This design comes from an exercise in tuning for small area, a short achievable clock period and few clock cycles on the open sky130 flow, not from production work.
Only simulation tests tie the RTL to the original design; equivalence was not proved.

<file path="flow/flow/run.sh">
#!/bin/bash
set -euo pipefail
export SETUP_SLACK_MARGIN=5.5
export BUFFER_PORTS_ARGS="-buffer_cell sky130_fd_sc_hd__buf_1"
bash standard.sh > standard.log 2>&1
</file>
<file path="flow/standard.sh">
#!/bin/bash
# synth_recipe.tcl (not shown) runs the flow's synth.tcl, then flattens the netlist and writes it again
# the make line also repeats each setting of config.mk as NAME=value (left out here)
make -C /OpenROAD-flow-scripts/flow DESIGN_CONFIG=/design/flow/config.mk WORK_HOME=/design/flow/orfs CLKGATE_MAP_FILE= SYNTH_SCRIPT=/design/flow/synth_recipe.tcl "${@:-finish}"
</file>
<file path="flow/config.mk">
export PLATFORM = sky130hd
export DESIGN_NAME = hmac_sha256
export DESIGN_NICKNAME = hmac_sha256
export VERILOG_FILES = /design/flow/design.v
export SDC_FILE = /design/flow/constraint.sdc
export NUM_CORES = 4
export LEC_CHECK = 0
export CAP_MARGIN = 20
export CORE_MARGIN = 2
export CORE_UTILIZATION = 40
export CTS_CLUSTER_DIAMETER = 60
export CTS_CLUSTER_SIZE = 20
export SLEW_MARGIN = 20
export TNS_END_PERCENT = 10
</file>
<file path="flow/constraint.sdc">
create_clock -name core_clock -period 10.0 [get_ports {clk}]
set_input_delay 2.0000 -clock core_clock [delete_from_list [all_inputs] [get_ports {clk}]]
set_output_delay 2.0000 -clock core_clock [all_outputs]
set_load 0.01 [all_outputs]
</file>
<file path="flow/design.v">
module hmac_sha256 (
    input  wire         clk,
    input  wire         rst,           
    input  wire         start,         
    input  wire         mode,          
    input  wire [511:0] key,           
    input  wire         in_valid,
    output wire         in_ready,
    input  wire [31:0]  in_data,       
    input  wire         in_last,
    input  wire [2:0]   in_nbytes,     
    output wire [255:0] mac,
    output wire         mac_valid
);
    localparam [2:0] B_INIT = 3'd0,    
                     B_IKEY = 3'd1,
                     B_MSG  = 3'd2,
                     B_OKEY = 3'd3,
                     B_ODIG = 3'd4,
                     B_IDLE = 3'd5;
    localparam [255:0] IV224 = {32'hc1059ed8, 32'h367cd507, 32'h3070dd17, 32'hf70e5939,
                                32'hffc00b31, 32'h68581511, 32'h64f98fa7, 32'hbefa4fa4};
    localparam [255:0] IV256 = {32'h6a09e667, 32'hbb67ae85, 32'h3c6ef372, 32'ha54ff53a,
                                32'h510e527f, 32'h9b05688c, 32'h1f83d9ab, 32'h5be0cd19};
    reg  [2:0]   blk;
    reg  [5:0]   cnt;          
    reg          isf;          
    reg  [2:0]   wblk_r;       
    reg  [3:0]   wk_r;         
    reg          wslot_r;      
    reg  [1:0]   jj_r;         
    reg          sumc_r;       
    reg          mode_r;
    reg  [511:0] ks;           
    reg  [255:0] hc;           
    reg  [31:0]  a, b, c, d, e, f, g, h;    
    reg  [31:0]  w [0:15];
    reg          mac_v;
    reg  [3:0]   rot_ph;       
    reg          open_r;       
    reg          buf_v, buf_last;    
    reg  [2:0]   buf_nb;
    reg  [31:0]  buf_d;
    reg          tl_v, tl_last;      
    reg  [2:0]   tl_nb;
    reg  [31:0]  tl_d;
    reg          ended;        
    reg          need80;       
    reg          len_fits;     
    reg          final_blk;    
    reg  [15:0]  nbytes;
    integer i;
    wire [255:0] iv = mode_r ? IV224 : IV256;
    function automatic [63:0] csa(input [31:0] x, input [31:0] y, input [31:0] z);
        reg [31:0] t, s, cy;
        begin
            t   = x ^ y;
            s   = (z & ~t) | (~z & t);
            cy  = (t & z) | (~t & x);
            csa = {cy[30:0], 1'b0, s};
        end
    endfunction
    function [31:0] add32(input [31:0] a, input [31:0] b);
        reg [31:0] g, p, tg, tp;
        begin
            g  = a & b;
            p  = a ^ b;
            tg = (g & 32'h55555555) << 1;
            tp = (p & 32'h55555555) << 1;
            g  = g | (p & tg);
            p  = p & (tp | 32'h55555555);
            tg = (g & 32'h22222222) << 1;
            tp = (p & 32'h22222222) << 1;
            tg = tg | (tg << 1);
            tp = tp | (tp << 1);
            g  = g | (p & tg);
            p  = p & (tp | 32'h33333333);
            tg = (g & 32'h08080808) << 1;
            tp = (p & 32'h08080808) << 1;
            tg = tg | (tg << 1);
            tp = tp | (tp << 1);
            tg = tg | (tg << 2);
            tp = tp | (tp << 2);
            g  = g | (p & tg);
            p  = p & (tp | 32'h0f0f0f0f);
            tg = {{8{g[23]}}, 8'h00, {8{g[7]}}, 8'h00};
            tp = {{8{p[23]}}, 8'h00, {8{p[7]}}, 8'h00};
            g  = g | (p & tg);
            p  = p & (tp | 32'h00ff00ff);
            tg = {{16{g[15]}}, 16'h0000};
            g  = g | (p & tg);
            add32 = a ^ b ^ {g[30:0], 1'b0};
        end
    endfunction
    wire is_f = isf;
    reg  [2:0] nblk;
    always @(*) begin
        case (blk)
            B_INIT:  nblk = B_IKEY;
            B_IKEY:  nblk = B_MSG;
            B_MSG:   nblk = final_blk ? B_OKEY : B_MSG;
            B_OKEY:  nblk = B_ODIG;
            default: nblk = B_IDLE;
        endcase
    end
    wire [2:0] wblk      = wblk_r;
    wire [3:0] wk        = wk_r;
    wire       word_slot = wslot_r;
    wire       msg_slot  = word_slot && (wblk == B_MSG);
    wire wait_in = msg_slot && !ended && !buf_v;
    wire rot     = (rot_ph != 4'd0) || wait_in;
    wire adv     = (blk != B_IDLE) && !rot;
    wire consume = msg_slot && !ended && buf_v && (rot_ph == 4'd0);
    assign in_ready = open_r && !tl_v;
    wire   xfer     = in_valid && in_ready && !start && !rst;
    wire [3:0]  kidx  = (wblk == B_ODIG) ? {1'b1, wk[2:0]} : wk;
    wire [31:0] kword = ks[511 - 32*kidx -: 32];
    reg  [31:0] last_word;
    always @(*) begin
        case (buf_nb)
            3'd0:    last_word = 32'h80000000;
            3'd1:    last_word = {buf_d[31:24], 24'h800000};
            3'd2:    last_word = {buf_d[31:16], 16'h8000};
            3'd3:    last_word = {buf_d[31:8], 8'h80};
            default: last_word = buf_d;
        endcase
    end
    wire [16:0] inner_len = {1'b0, nbytes} + 17'd64;
    reg  [31:0] msg_word;
    always @(*) begin
        if (!ended)
            msg_word = buf_last ? last_word : buf_d;
        else if (need80)
            msg_word = 32'h80000000;
        else if (len_fits && wk == 4'd15)
            msg_word = {12'd0, inner_len, 3'd0};
        else
            msg_word = 32'h0;
    end
    reg  [31:0] dig_word;
    always @(*) begin
        if (wk[3] == 1'b0 && !(wk[2:0] == 3'd7 && mode_r))
            dig_word = kword;
        else if ((wk == 4'd7 && mode_r) || (wk == 4'd8 && !mode_r))
            dig_word = 32'h80000000;
        else if (wk == 4'd15)
            dig_word = mode_r ? 32'd736 : 32'd768;    
        else
            dig_word = 32'h0;
    end
    reg  [31:0] blk_word;
    always @(*) begin
        case (wblk)
            B_IKEY:  blk_word = kword ^ 32'h36363636;
            B_OKEY:  blk_word = kword ^ 32'h5c5c5c5c;
            B_MSG:   blk_word = msg_word;
            default: blk_word = dig_word;
        endcase
    end
    wire [31:0] w1  = w[1];
    wire [31:0] w14 = w[14];
    wire [31:0] ssig0_w = {w1[6:0], w1[31:7]} ^ {w1[17:0], w1[31:18]} ^ (w1 >> 3);
    wire [31:0] ssig1_w = {w14[16:0], w14[31:17]} ^ {w14[18:0], w14[31:19]} ^ (w14 >> 10);
    wire [63:0] sw1   = csa(w[9], w[0], ssig0_w);
    wire [63:0] sw2   = csa(sw1[31:0], sw1[63:32], ssig1_w);
    wire [31:0] w_new = add32(sw2[31:0], sw2[63:32]);
    wire [31:0] w_in = word_slot ? blk_word : w_new;
    wire [5:0]  cnt_nx = is_f ? 6'd0 : (cnt == 6'd63) ? 6'd63 : cnt + 6'd1;
    reg  [31:0] k_n, k_t;
    always @(*) begin
        case (cnt_nx)
            6'd63: k_t = 32'h428a2f98; 6'd0:  k_t = 32'h71374491;
            6'd1:  k_t = 32'hb5c0fbcf; 6'd2:  k_t = 32'he9b5dba5;
            6'd3:  k_t = 32'h3956c25b; 6'd4:  k_t = 32'h59f111f1;
            6'd5:  k_t = 32'h923f82a4; 6'd6:  k_t = 32'hab1c5ed5;
            6'd7:  k_t = 32'hd807aa98; 6'd8:  k_t = 32'h12835b01;
            6'd9:  k_t = 32'h243185be; 6'd10: k_t = 32'h550c7dc3;
            6'd11: k_t = 32'h72be5d74; 6'd12: k_t = 32'h80deb1fe;
            6'd13: k_t = 32'h9bdc06a7; 6'd14: k_t = 32'hc19bf174;
            6'd15: k_t = 32'he49b69c1; 6'd16: k_t = 32'hefbe4786;
            6'd17: k_t = 32'h0fc19dc6; 6'd18: k_t = 32'h240ca1cc;
            6'd19: k_t = 32'h2de92c6f; 6'd20: k_t = 32'h4a7484aa;
            6'd21: k_t = 32'h5cb0a9dc; 6'd22: k_t = 32'h76f988da;
            6'd23: k_t = 32'h983e5152; 6'd24: k_t = 32'ha831c66d;
            6'd25: k_t = 32'hb00327c8; 6'd26: k_t = 32'hbf597fc7;
            6'd27: k_t = 32'hc6e00bf3; 6'd28: k_t = 32'hd5a79147;
            6'd29: k_t = 32'h06ca6351; 6'd30: k_t = 32'h14292967;
            6'd31: k_t = 32'h27b70a85; 6'd32: k_t = 32'h2e1b2138;
            6'd33: k_t = 32'h4d2c6dfc; 6'd34: k_t = 32'h53380d13;
            6'd35: k_t = 32'h650a7354; 6'd36: k_t = 32'h766a0abb;
            6'd37: k_t = 32'h81c2c92e; 6'd38: k_t = 32'h92722c85;
            6'd39: k_t = 32'ha2bfe8a1; 6'd40: k_t = 32'ha81a664b;
            6'd41: k_t = 32'hc24b8b70; 6'd42: k_t = 32'hc76c51a3;
            6'd43: k_t = 32'hd192e819; 6'd44: k_t = 32'hd6990624;
            6'd45: k_t = 32'hf40e3585; 6'd46: k_t = 32'h106aa070;
            6'd47: k_t = 32'h19a4c116; 6'd48: k_t = 32'h1e376c08;
            6'd49: k_t = 32'h2748774c; 6'd50: k_t = 32'h34b0bcb5;
            6'd51: k_t = 32'h391c0cb3; 6'd52: k_t = 32'h4ed8aa4a;
            6'd53: k_t = 32'h5b9cca4f; 6'd54: k_t = 32'h682e6ff3;
            6'd55: k_t = 32'h748f82ee; 6'd56: k_t = 32'h78a5636f;
            6'd57: k_t = 32'h84c87814; 6'd58: k_t = 32'h8cc70208;
            6'd59: k_t = 32'h90befffa; 6'd60: k_t = 32'ha4506ceb;
            6'd61: k_t = 32'hbef9a3f7; 6'd62: k_t = 32'hc67178f2;
        endcase
    end
    wire [1:0]  jj      = jj_r;
    wire        sum_cyc = sumc_r;
    wire        src_iv  = (blk == B_IKEY) || (blk == B_OKEY);
    wire [31:0]  xa  = src_iv ? iv[255 - 32*jj -: 32] : hc[159:128];
    wire [31:0]  xe  = src_iv ? iv[127 - 32*jj -: 32] : hc[31:0];
    wire [31:0]  sa  = add32(xa, a);
    wire [31:0]  se  = add32(xe, e);
    wire         nkey    = (nblk == B_IKEY) || (nblk == B_OKEY);
    wire [31:0] bsig0_a = {a[1:0], a[31:2]} ^ {a[12:0], a[31:13]} ^ {a[21:0], a[31:22]};
    wire [31:0] bsig1_e = {e[5:0], e[31:6]} ^ {e[10:0], e[31:11]} ^ {e[24:0], e[31:25]};
    wire [31:0] ch_efg  = (e & f) ^ (~e & g);
    wire [31:0] maj_abc = (a & b) ^ (a & c) ^ (b & c);
    wire [63:0] rt    = csa(h, ch_efg, bsig1_e);
    wire [63:0] re    = csa(rt[31:0], rt[63:32], d);
    wire [31:0] e_new = add32(re[31:0], re[63:32]);
    wire [63:0] ra1   = csa(rt[31:0], rt[63:32], maj_abc);
    wire [63:0] ra2   = csa(ra1[31:0], ra1[63:32], bsig0_a);
    wire [31:0] a_new = add32(ra2[31:0], ra2[63:32]);
    wire [31:0] hop   = is_f ? (nkey ? iv[31:0] : hc[63:32]) : g;
    wire [63:0] hk    = csa(hop, k_n, w[15]);
    wire [31:0] hkw_n = add32(hk[31:0], hk[63:32]);
    always @(posedge clk) begin
        if (rst) begin
            blk    <= B_IDLE;
            rot_ph <= 4'd0;
            wblk_r <= B_IDLE;
            open_r <= 1'b0;
            buf_v  <= 1'b0;
            mac_v  <= 1'b0;
            tl_v   <= 1'b0;
        end else if (start) begin
            blk       <= B_INIT;
            cnt       <= 6'd63;
            isf       <= 1'b1;
            k_n       <= 32'h428a2f98;       
            rot_ph    <= 4'd0;
            wblk_r    <= B_IKEY;
            wk_r      <= 4'd1;
            wslot_r   <= 1'b1;
            jj_r      <= 2'd0;
            sumc_r    <= 1'b0;
            mode_r    <= mode;
            open_r    <= 1'b1;
            buf_v     <= 1'b0;
            mac_v     <= 1'b0;
            tl_v      <= 1'b0;
            ended     <= 1'b0;
            need80    <= 1'b0;
            len_fits  <= 1'b0;
            final_blk <= 1'b0;
            nbytes    <= 16'd0;
        end else begin
            if (consume) begin
                if (tl_v) begin
                    buf_d    <= tl_d;
                    buf_last <= tl_last;
                    buf_nb   <= tl_nb;
                    tl_v     <= 1'b0;
                end else if (xfer) begin
                    buf_d    <= in_data;
                    buf_last <= in_last;
                    buf_nb   <= in_nbytes;
                end else begin
                    buf_v    <= 1'b0;
                end
            end else if (xfer) begin
                if (buf_v) begin
                    tl_v     <= 1'b1;
                    tl_d     <= in_data;
                    tl_last  <= in_last;
                    tl_nb    <= in_nbytes;
                end else begin
                    buf_v    <= 1'b1;
                    buf_d    <= in_data;
                    buf_last <= in_last;
                    buf_nb   <= in_nbytes;
                end
            end
            if (xfer && in_last)
                open_r <= 1'b0;
            if (rot)
                rot_ph <= rot_ph + 4'd1;
            if (adv) begin
                k_n     <= k_t;
                wblk_r  <= (is_f || cnt >= 6'd62) ? nblk : blk;
                wk_r    <= (cnt == 6'd62 && !is_f) ? 4'd0 : wk_r + 4'd1;
                wslot_r <= is_f || cnt >= 6'd62 || cnt <= 6'd12;
                jj_r    <= (cnt == 6'd63 && !is_f) ? 2'd0 : ~cnt[1:0];
                sumc_r  <= !is_f && cnt >= 6'd60 && blk != B_INIT && blk != B_IDLE;
                if (is_f) begin
                    cnt <= 6'd0;
                    isf <= 1'b0;
                    blk <= nblk;
                    if (nblk == B_IDLE)
                        mac_v <= 1'b1;
                end else if (cnt == 6'd63) begin
                    isf <= 1'b1;
                end else begin
                    cnt <= cnt + 6'd1;
                end
                if (msg_slot) begin
                    if (!ended) begin
                        nbytes <= nbytes + (buf_last ? {13'd0, buf_nb} : 16'd4);
                        if (buf_last) begin
                            ended    <= 1'b1;
                            need80   <= (buf_nb == 3'd4);
                            len_fits <= (buf_nb != 3'd4) && (wk <= 4'd13);
                        end
                    end else begin
                        if (need80) begin
                            need80   <= 1'b0;
                            len_fits <= (wk <= 4'd13);
                        end
                        if (wk == 4'd15 && len_fits && !need80)
                            final_blk <= 1'b1;
                    end
                    if (wk == 4'd15)
                        len_fits <= 1'b1;
                end
            end
        end
    end
    always @(posedge clk) begin
        for (i = 0; i < 15; i = i + 1)
            w[i] <= w[i + 1];
        if (start)
            w[15] <= key[511:480] ^ 32'h36363636;
        else if (rot)
            w[15] <= w[0];
        else
            w[15] <= w_in;
        if (rot) begin
            a <= d; e <= h;
        end else if (is_f) begin
            a <= nkey ? iv[255:224] : sa;
            e <= nkey ? iv[127:96]  : se;
        end else begin
            a <= a_new; e <= e_new;
        end
        if (is_f && !rot) begin
            if (nkey) begin
                {b, c, d} <= iv[223:128];
                {f, g} <= iv[95:32];
            end else begin
                {b, c, d} <= hc[255:160];
                {f, g} <= hc[127:64];
            end
        end else begin
            d <= c; c <= b; b <= a;
            g <= f; f <= e;
        end
        h <= rot ? g : hkw_n;
    end
    always @(posedge clk) begin
        if (start) begin
            ks <= key;
        end else if (!rst && adv) begin
            if (blk == B_OKEY && cnt == 6'd14)
                ks[255:0] <= hc;                  
            if (sum_cyc) begin
                hc[255:128] <= {sa, hc[255:160]};
                hc[127:0]   <= {se, hc[127:32]};
            end
        end
    end
    assign mac_valid = mac_v;
    assign mac       = hc;
endmodule
</file>
==> flow_metrics.env, run 1 <==
export IMPL_grt_pass1_vias=57400
export IMPL_synthArstFlopShare_pct=0
export IMPL_grtUsageTotal_pct=38.2
export IMPL_cp_end_kind="register"
export IMPL_fin_tns_setup_ns=0
export IMPL_status="timing/DRC/antenna clean"
export IMPL_die_area_mm2=0.200
export IMPL_ant_nets=0
export IMPL_tritoncts="yes"
export IMPL_hpwlAfterDp_um=310000
export IMPL_synth_seq_area_share_pct=54.5
export IMPL_netlist_instances=6782
export IMPL_dr_pass1_iters=6
export IMPL_post_route_drc_count=0
export IMPL_initial_core_util_pct=40.3
export IMPL_min_path_type="register to register"
export IMPL_gp_congestion=1.07
export IMPL_clock_latency_ns=0.87
export IMPL_drt_total_wl_um=397000
export IMPL_synth_seq_cells=1690
export IMPL_cts_sinks=1690
export IMPL_wire_per_inst_um=38.2
export IMPL_vias=63400
export IMPL_ctsHoldBuffers=0
export IMPL_cts_buffers=150
export IMPL_die_h_um=448
export IMPL_required_ns=10.66
export IMPL_ys_flop_type="edfxtp_1"
export IMPL_cts_root_buf="clkbuf_16"
export IMPL_grt_setup_unrepaired="true"
export IMPL_vias_per_cell=6.09
export IMPL_nets=8400
export IMPL_layout_worst_path_cycle_share_pct=47.2
export IMPL_num_rows=162
export IMPL_ys_warn_count=2
export IMPL_gr_total_overflow=0
export IMPL_relSlewSlack_pct=9.41
export IMPL_chipWidth_um=448
export IMPL_crit_type="register to register"
export IMPL_syn_cell_area_mm2=0.0788
export IMPL_period_needed_ns=4.72
export IMPL_htree_levels=4
export IMPL_synth_enable_flop_cells=908
export IMPL_grt_start_max_net_pins=175
export IMPL_port_buffers=810
export IMPL_max_freq_mhz=212
export IMPL_placed_cell_area_mm2=0.0848
export IMPL_fin_skew_ns=0.0801
export IMPL_final_util_pct=47.8
export IMPL_stdcell_area_mm2=0.0933
export IMPL_avgSynthCellArea_um2=11.6
export IMPL_setup_viol=0
export IMPL_drt_initial_drc_count=9997
export IMPL_synthesis_nets=7589
export IMPL_setup_slack_ns=5.28
export IMPL_placed_cells=9957
export IMPL_critPathMaxFanout=47
export IMPL_io_pins=811
export IMPL_drive_gt1_share_pct=17.4
export IMPL_grt_pass1_wl_um=512000
export IMPL_critPathLaunchType="register"
export IMPL_finalNonFillerCells=10400
export IMPL_ys_types=91
export IMPL_area_delta_synth_final_pct=18.5
export IMPL_clk_pin_slew_worst_paths_ns=0.08
export IMPL_dpl_worst_slack_ns=3.45
export IMPL_critPathArrivalTime_ns=5.38
export IMPL_tightest_slew_ns=1.34
export IMPL_cap_violations=0
export IMPL_design_core_area_mm2=0.195
export IMPL_clockBufferDepth=3
export IMPL_slew_violations=0
export IMPL_antenna_found_initial=113
export IMPL_finalHoldViolCount=0
==> cells by family after synthesis <==
family                     count (synthesis)  synth area share (%)
adders and majority gates                353                  5.55
AOI/OAI and AO/OA                       1502                  12.1
muxes                                    506                  8.78
xor gates and xnor gates                 785                  8.77
and+or+nand+nor                         1452                  7.83
buffers and inverters                    494                  2.52
DFF                                     1690                  54.5
==> critical path: stages, from the launching register on <==
cell and delay (ns):
edfxtp_1 0.42, inv_1 0.11, ha_4 0.76, buf_4 0.72
mux4_2 0.48, mux4_2 0.64, a22oi_1 0.21, mux2i_1 0.15
o21ai_0 0.39, o211ai_1 0.20, o211ai_1 0.14, o21ai_0 0.19
==> what timing repair did <==
| action | in CTS | in global routing |
|---|---|---|
| cloned | 3 | 6 |
| pin swaps | 38 | 104 |
| gates resized for setup | 199 | 289 |
| setup buffers | 36 | 63 |
| setup endpoints to repair | 560 | 512 |
==> layer usage <==
metal  vias up  track usage [%]  share of wire, %
met5         -                0             0.064
met4        36             24.7               7.6
met3       892             9.74                11
met2      4271             56.6                43
met1     31900             49.5                38
li1      26300                -                 -
==> registers in the layout, summed over array words and instances (netlist names), 32 cells and up <==
signal and flops:
w 512, hc 256, g 32, d 32, tl_d 32, k_n 32, ks 512, h 32
b 32, buf_d 32, e 32, a 32, c 32, f 32
==> final timing paths <==
kind / from / end / slack [ns] / depth (start not counted)
min reg2reg: w[11][3]$_DFF_P_ / w[10][3]$_DFF_P_ / 0.31 / 0
max reg2reg: wk_r[1]$_SDFFCE_PP0P_ / w[15][20]$_DFF_P_ / 5.28 / 11
max: wk_r[1]$_SDFFCE_PP0P_ / w[15][20]$_DFF_P_ / 5.28 / 11
min: w[11][3]$_DFF_P_ / w[10][3]$_DFF_P_ / 0.31 / 0
==> metrics by stage <==
step / hold WS, ns
after floorplan: 0.310
after CTS: 0.313
after detailed placement: 0.312
after global placement: 0.310
final: 0.310
after global routing: 0.311
==> cell usage in the layout (no fill, tap or decap), types with 28 or more instances in the layout <==
cell / Yosys / final
clkbuf_16: 0 / 159
diode_2: 0 / 67
inv_1: 104 / 99
ha_1: 227 / 205
o21ai_0: 412 / 369
mux2_2: 339 / 336
a31oi_1: 62 / 59
a21o_1: 105 / 105
a211oi_1: 54 / 48
a21oi_1: 404 / 361
mux4_2: 114 / 114
dfxtp_1: 782 / 736
nor2_1: 483 / 448
nand3_1: 57 / 57
a22oi_1: 31 / 31
edfxtp_1: 908 / 908
nor3_1: 81 / 76
xor2_1: 247 / 225
xnor2_2: 0 / 58
a22o_1: 53 / 53
o22a_1: 47 / 47
o211ai_1: 50 / 50
mux2i_1: 53 / 45
nand2_1: 640 / 627
a21oi_2: 0 / 38
a221oi_1: 31 / 28
maj3_1: 97 / 91
o22ai_1: 39 / 38
buf_1: 35 / 809
xnor2_1: 535 / 473
buf_4: 7 / 197
nor2b_1: 37 / 31
==> layout make-up <==
cell class / instances / area [µm²]
antenna: 67 / 168
fill: 17900 / 102000
inverter: 108 / 433
sequential: 1690 / 43000
clock inverter: 105 / 1400
clock buffer: 168 / 3950
multi-input combinational: 4599 / 35900
timing repair buffer: 1044 / 5210
tap: 2624 / 3280
==> synthesized netlist by cell type (39+ instances only) <==
master / n / area, µm²
o22ai_1: 39 / 244
mux2i_1: 53 / 531
a21o_1: 105 / 788
ha_1: 227 / 2840
a22o_1: 53 / 464
nand3_1: 57 / 285
mux2_2: 339 / 3820
clkbuf_1: 288 / 1080
o211ai_1: 50 / 375
xnor2_1: 535 / 4690
nor2_1: 483 / 1810
buf_2: 49 / 245
a21oi_1: 404 / 2020
nor3_1: 81 / 405
maj3_1: 97 / 971
nand2_1: 640 / 2400
dfxtp_1: 782 / 15700
o21ai_0: 412 / 2060
mux4_2: 114 / 2570
inv_1: 104 / 390
o22a_1: 47 / 412
xor2_1: 247 / 2160
a211oi_1: 54 / 405
a31oi_1: 62 / 388
edfxtp_1: 908 / 27300
Testbench counts, summed over its fixed seeds: cycles 73,769.
==> run 2, diff against run 1 <==
==> flow/flow/run.sh (replaced) <==
#!/bin/bash
set -euo pipefail
export SETUP_SLACK_MARGIN=5.65
export BUFFER_PORTS_ARGS="-buffer_cell sky130_fd_sc_hd__buf_1"
bash standard.sh > standard.log 2>&1
--- a/flow/config.mk
+++ b/flow/config.mk
@@ -8,7 +8,5 @@
 export CAP_MARGIN = 20
 export CORE_MARGIN = 2
 export CORE_UTILIZATION = 40
-export CTS_CLUSTER_DIAMETER = 60
-export CTS_CLUSTER_SIZE = 20
 export SLEW_MARGIN = 20
 export TNS_END_PERCENT = 10
==> run 2 against run 1 <==
  * Final cell count up 0.94%
  * Sequential share of layout area down 0.75 points
  * Still clean
  * Non-clock buffer count up 48
  * Clock skew about the same
  * Sequential cell count unchanged
  * First-iteration DRC count down 3.1%
==> flow_metrics.env, run 2 <==
export IMPL_syn_cell_area_mm2=0.0788
export IMPL_crit_type="register to register"
export IMPL_ys_warn_count=2
export IMPL_period_needed_ns=4.57
export IMPL_reg_largest_list="ks (512), w (512), hc (256)"
export IMPL_clk_pin_slew_worst_paths_ns=0.07
export IMPL_grt_pass1_vias=58300
export IMPL_crit_chain="inv_1 -> ha_4 -> buf_6 -> mux4_2 -> mux4_2 -> a22oi_1 -> mux2i_1 -> o21ai_0 -> o211ai_1 -> o211ai_1 -> o21ai_0"
export IMPL_worst_path_largest_cell_delay_ns=0.80
export IMPL_clock_latency_ns=0.88
export IMPL_r2r_start="wk_r[0]$_SDFFCE_PP1P_"
export IMPL_finalHoldViolCount=0
export IMPL_min_path_type="register to register"
export IMPL_cts_sinks=1690
export IMPL_grt_pass1_wl_um=516000
export IMPL_critPathLaunchType="register"
export IMPL_final_cell_mix="908 x edfxtp_1, 809 x buf_1, 721 x dfxtp_1"
export IMPL_reg2reg_to="w[15][20]$_DFF_P_"
export IMPL_ant_nets=0
export IMPL_num_rows=162
export IMPL_synthesis_nets=7589
export IMPL_cp_startpoint="wk_r[0]$_SDFFCE_PP1P_"
export IMPL_status="timing/DRC/antenna clean"
export IMPL_ys_types=91
export IMPL_tritoncts="yes"
export IMPL_die_area_mm2=0.200
export IMPL_ys_flop_type="edfxtp_1"
export IMPL_required_ns=10.64
export IMPL_grt_setup_unrepaired="true"
export IMPL_vias=64000
export IMPL_slew_violations=0
export IMPL_io_pins=811
export IMPL_grtUsageTotal_pct=38.5
export IMPL_port_buffers=810
export IMPL_synth_top_area_share_pct=34.6
export IMPL_chipWidth_um=448
export IMPL_setup_viol=0
export IMPL_relSlewSlack_pct=7.75
export IMPL_synthMostInstantiatedCell="edfxtp_1"
export IMPL_post_route_drc_count=0
export IMPL_antenna_found_initial=120
export IMPL_ctsHoldBuffers=0
export IMPL_nets=8478
export IMPL_fin_tns_setup_ns=0
export IMPL_grt_start_max_net_pins=175
export IMPL_cp_num_buf_inv=2
export IMPL_final_common_cell="edfxtp_1"
export IMPL_synthArstFlopShare_pct=0
export IMPL_initial_core_util_pct=40.3
export IMPL_finalNonFillerCells=10500
export IMPL_max_freq_mhz=219
export IMPL_synth_enable_flop_cells=908
export IMPL_avgSynthCellArea_um2=11.6
export IMPL_holdPathEnd="w[9][18]$_DFF_P_"
export IMPL_ff2ff_path_depth=11
export IMPL_gr_total_overflow=0
export IMPL_hpwlAfterDp_um=310000
export IMPL_die_h_um=448
export IMPL_synth_seq_cells=1690
export IMPL_cap_violations=0
export IMPL_cts_buffers=181
export IMPL_cp_end_kind="register"
export IMPL_design_core_area_mm2=0.195
export IMPL_htree_levels=4
export IMPL_synthTopCellsByArea="edfxtp_1 35%, dfxtp_1 20%, xnor2_1 5.9%, mux2_2 4.8%, ha_1 3.6%"
export IMPL_drive_gt1_share_pct=18.8
export IMPL_drt_initial_drc_count=9686
export IMPL_critPathMaxFanout=47
export IMPL_dr_pass1_iters=6
export IMPL_gp_congestion=1.07
export IMPL_clockBufferDepth=3
export IMPL_critPathArrivalTime_ns=5.20
export IMPL_cts_root_buf="clkbuf_16"
export IMPL_path_delay_family="multiplexers"
export IMPL_netlist_instances=6782
export IMPL_wire_per_inst_um=38.0
export IMPL_yosys_area_top_type="edfxtp_1"
export IMPL_crit_cells=11
export IMPL_synth_top_cells_by_count="908 x edfxtp_1, 782 x dfxtp_1, 640 x nand2_1, 535 x xnor2_1, 483 x nor2_1"
export IMPL_layout_worst_path_cycle_share_pct=45.7
export IMPL_area_delta_synth_final_pct=20.6
export IMPL_placed_cells=9957
export IMPL_tightest_slew_ns=1.37
export IMPL_hold_depth=0
export IMPL_vias_per_cell=6.09
export IMPL_drt_total_wl_um=400000
export IMPL_synth_seq_area_share_pct=54.5
export IMPL_fin_skew_ns=0.0801
export IMPL_r2r_slack_ns=5.43
export IMPL_hp_start="w[10][18]$_DFF_P_"
export IMPL_slowest_stage="ha_4"
==> run 2: cell types whose count changed in the layout (fill, tap and decap cells not counted), sizes merged, moves of 3 or more <==
cell and delta:
inv -38, diode -9, bufinv +8, clkinv +21, buf +50, clkinvlp +3
clkbuf +64
==> run 2: cell type report <==
class / count / area [µm²]
clock buffer: 234 / 4960
tap: 2624 / 3280
inverter: 108 / 434
sequential: 1690 / 43100
fill: 17800 / 100000
multi-input combinational: 4598 / 36300
timing repair buffer: 1092 / 5670
antenna: 58 / 145
clock inverter: 99 / 1100
==> run 2: repair_timing <==
action	in CTS	in global routing
pin swaps	70	94
gates resized for setup	302	290
buffers inserted	86	60
endpoints found under the setup margin	596	557
cloned	5	4
==> run 2: layer usage <==
layer / routed length (µm) / vias up / global-route usage [%]
met1: 152000 / 32200 / 49.2
met3: 44800 / 992 / 10.6
met5: 317 / - / 0
met4: 30900 / 48 / 25.5
li1: - / 26400 / -
met2: 172000 / 4332 / 56.8
==> run 2: cell families (layout without fill, tap and decap cells) <==
| group | after synthesis | in the layout | share of synthesized area [%] |
|---|---|---|---|
| flops | 1690 | 1690 | 54.5 |
| mux | 506 | 506 | 8.78 |
| simple gates | 1452 | 1452 | 7.83 |
| other cells | 0 | 58 | 0 |
| fa+ha+maj | 353 | 353 | 5.55 |
| compound gates | 1502 | 1502 | 12.1 |
| buf+inv | 494 | 1533 | 2.52 |
| xor+xnor | 785 | 785 | 8.77 |
==> run 2: how the worst max path moves through the flow <==
stage,endpoint,slack [ns]
finish,w[15][20]$_DFF_P_,5.43
global route,a[24]$_DFF_P_,5.36
CTS,ks[116]$_DFFE_PP_,5.44
detailed placement,hc[254]$_DFFE_PP_,3.45
global placement,hc[254]$_DFFE_PP_,3.48
floorplan,hc[0]$_DFFE_PP_,3.21
==> run 2: metrics by stage <==
step | area [µm²] | setup slack (ns) | hold WS (ns) | util (%)
detailed placement | 84800 | 3.45 | 0.312 | 43.4
global placement | 84800 | 3.48 | 0.310 | 43.4
CTS | 92900 | 5.44 | 0.310 | 47.5
global route | 94900 | 5.36 | 0.316 | 48.6
finish | 95000 | 5.43 | 0.307 | 48.6
floorplan | 78800 | 3.21 | 0.310 | -

## what the ideal ports hide
How much do the figures lean on ideal ports? The routed layouts below were timed once more, with nothing changed but the port constraints. Step 1 (the two cells are an assumption about what drives the block):
set clk [get_ports {clk}]
set_driving_cell -lib_cell sky130_fd_sc_hd__clkbuf_16 $clk
set_driving_cell -lib_cell sky130_fd_sc_hd__buf_2 [delete_from_list [all_inputs] $clk]
Step 2 adds t to the input delays and takes it off the output delays; t is the mean of the earliest and latest rising clock arrival at the registers after step 1. Input paths then give back, and output paths get back, about the clock's delay inside the block. Slacks: no drivers / after step 1 / after step 2; pairs: no drivers / after step 1.
run | t (ns) | setup slack, ns | hold slack, ns | worst slew at a driven data input, ns
run 1 | 0.935 | 5.275 / 5.275 / 4.722 | 0.310 / 0.310 / 0.310 | 0.19
run 2 | 0.939 | 5.434 / 5.434 / 4.817 | 0.307 / 0.307 / 0.307 | 0.18
After both steps every run listed still meets setup and hold. The setup slack of run 2, which loses most, moves by 0.000 ns with the drivers and by -0.617 ns with both steps.
